From an optimization exercise on the open Yosys and OpenROAD flow, aimed at small area, a short achievable clock period and few clock cycles per item; shortcuts taken in it are not production practice. In this exercise RTL edits were held to simulation tests only and were not proved equivalent to the original. Power is estimated from default activity; no workload was simulated.

// wacs_locate
module wacs_locate (
    input  wire        clk,
    input  wire        rst,
    input  wire        cmd_valid,
    output wire        cmd_ready,
    input  wire [8:0]  cmd_kb,
    input  wire [15:0] cmd_len,
    input  wire        s_valid,
    output wire        s_ready,
    input  wire [63:0] s_phase,
    input  wire [63:0] s_mask,
    output reg         res_valid,
    output wire [1:0]  res_code,
    output wire [15:0] res_k0,
    output wire [15:0] res_first,
    output wire [15:0] res_peak
);
    localparam KB_MAX = 256;
    localparam CW     = 11;
    localparam [1:0] CODE_OK           = 2'd0;
    localparam [1:0] CODE_NO_DETECTION = 2'd1;
    localparam [1:0] CODE_INVALID      = 2'd2;
    reg  [15:0] rem;          
    reg         cmd_rdy;
    reg         s_rdy;
    assign cmd_ready = cmd_rdy;
    assign s_ready   = s_rdy;
    wire cmd_fire = cmd_valid && cmd_rdy;
    wire s_fire   = s_valid && s_rdy;
    wire rem_one  = (rem == 16'd1);
    wire len_zero = (cmd_len == 16'd0);
    always @(posedge clk) begin
        if (rst) begin
            cmd_rdy <= 1'b1;
            s_rdy   <= 1'b0;
        end else if (cmd_fire) begin
            cmd_rdy <= len_zero;
            s_rdy   <= !len_zero;
        end else if (s_fire && rem_one) begin
            cmd_rdy <= 1'b1;
            s_rdy   <= 1'b0;
        end
        if (cmd_fire)
            rem <= cmd_len;
        else if (s_fire)
            rem <= rem - 16'd1;
    end
    wire q_one = (s_mask == 64'd1);
    wire q_bad = (s_mask[63:1] != 63'd0);
    wire pos0, neg0, finite_w;
    locate_sign u_sign (
        .clk    (clk),
        .phase  (s_phase),
        .pos    (pos0),
        .neg    (neg0),
        .finite (finite_w)
    );
    reg       v0, c0, last0;
    reg       q0, bad0;
  ...
Size: ~1700 cells after synthesis, about 0.025 mm2 of cells after synthesis.
==> flow/config.mk <==
export PLATFORM = sky130hd
export DESIGN_NAME = wacs_locate
export DESIGN_NICKNAME = wacs_locate
export VERILOG_FILES = /design/flow/design.v
export SDC_FILE = /design/flow/constraint.sdc
export NUM_CORES = 4
export LEC_CHECK = 0
export CAP_MARGIN = 20
export CORE_MARGIN = 2
export CORE_UTILIZATION = 40
export CTS_CLUSTER_DIAMETER = 70
export CTS_CLUSTER_SIZE = 25
export SLEW_MARGIN = 20
==> flow/constraint.sdc <==
create_clock -name core_clock -period 11.0 [get_ports {clk}]
set_input_delay 2.2000 -clock core_clock [delete_from_list [all_inputs] [get_ports {clk}]]
set_output_delay 2.2000 -clock core_clock [all_outputs]
set_load 0.01 [all_outputs]
standard.sh (not shown) runs the stock make flow with config.mk's settings and CLKGATE_MAP_FILE= SYNTH_SCRIPT=/design/flow/synth_recipe.tcl, a recipe that flattens the netlist after the stock synthesis.
==> flow/flow/run.sh <==
#!/bin/bash
# Standard layout, with timing repair aimed below the clock period and
# minimum-size port buffers (timing repair resizes the ones that matter).
set -euo pipefail
bash standard.sh finish SETUP_SLACK_MARGIN=7.6 \
    "BUFFER_PORTS_ARGS=-buffer_cell sky130_fd_sc_hd__buf_1" > make_finish.log 2>&1
Testbench counts at the start, summed over its fixed seeds: cycles 134,876, items 134,660.
Then changed:
--- a/flow/design.v
+++ b/flow/design.v
@@ -35,19 +35,18 @@
     wire lt_delta = !gt_delta && !eq_delta;
     assign pos    = s ? lt_delta : !neg_band;
     assign neg    = s ? gt_delta : neg_band;
     assign finite = (phase[62:52] != 11'h7FF);
 endmodule
 module locate_corr #(
     parameter CW = 11               
 ) (
     input  wire                 clk,
-    input  wire                 rst,
     input  wire                 en,         
     input  wire                 clear,      
     input  wire [7:0]           kbm1,       
     input  wire                 start,      
     input  wire                 adv,        
     input  wire                 use_tap,    
     input  wire                 e_pos,
     input  wire                 e_neg,
     output reg  signed [CW-1:0] c
@@ -128,23 +127,20 @@
     wire       push  = ph[1];      
     wire       back  = adv && rd_p[1];   
     wire [4:0] w_new = pack(s1, s0, e_new);
     wire [4:0] w_rd  = {plane[4][rd_w], plane[3][rd_w], plane[2][rd_w],
                         plane[1][rd_w], plane[0][rd_w]};
     wire       kb_small = (kbm1 < 8'd3);
     wire [1:0] t_sm  = (kbm1 == 8'd0) ? e_new : ((kbm1 == 8'd1) ? s0 : s1);
     integer i;
     always @(posedge clk) begin
-        if (rst)
-            ph <= 2'd0;
-        else if (en)
-            ph <= push ? 2'd0 : (ph[0] ? 2'd2 : 2'd1);
         if (en) begin
+            ph <= push ? 2'd0 : (ph[0] ? 2'd2 : 2'd1);
             s0 <= e_new;
             s1 <= s0;
             if (push) begin
                 for (i = 0; i < 5; i = i + 1)
                     plane[i] <= {plane[i][NW-2:0], w_new[i]};
             end
             if (start) begin
                 rd_w <= push ? 7'd0 : 7'h7F;
                 rd_p <= ph;
@@ -259,19 +255,18 @@
     reg  [1:0]  half;         
     reg  [7:0]  h;            
     reg         bad1;         
     reg         v1, v1w, found1, c1, last1;
     reg         v2w, found2, c2, last2, bad2;
     wire        active = seen || q0;
     wire signed [CW-1:0] c;
     locate_corr #(.CW(CW)) u_corr (
         .clk     (clk),
-        .rst     (rst),
         .en      (v0),
         .clear   (c1),
         .kbm1    (kbm1),
         .start   (q0 && !seen),
         .adv     (half != 2'd0 || h == kbm1),
         .use_tap (half == 2'd1),
         .e_pos   (e_pos0),
         .e_neg   (e_neg0),
         .c       (c)
The changed run completed without violations.
Die area came out higher by 1.8%.
Sequential share of layout area falls by 0.21 points.
Sequential cell count does not change.
Clock-buffer cell count does not change.
Clock power hardly moves.
Testbench counts after the change, summed over its fixed seeds: cycles 134,876, items 134,660.

static timing again, ports no longer ideal:
Ports are ideal in the flow. The routed layouts listed here were re-timed in OpenROAD. Step 1 assumes that a clkbuf_16 drives the clock port and a buf_2 every other input. Step 2 moves the port delays by t, midway between the first and last clock arrival at a register: inputs arrive t later, outputs are due t later. That takes back most of the time a late clock gives input paths. a / b / c = ideal / step 1 / step 2; a / b = the first two.
| run | t (ns) | setup slack, ns | worst data-port slew with drivers (ns) |
|---|---|---|---|
| the first run | 0.641 | 7.628 / 7.562 / 7.220 | 0.06 |
| the second run | 0.633 | 7.659 / 7.601 / 7.224 | 0.07 |
After both steps setup and hold are still met in every run listed. The setup slack of the second run, which loses most, moves by -0.058 ns with the drivers and by -0.435 ns with both steps.
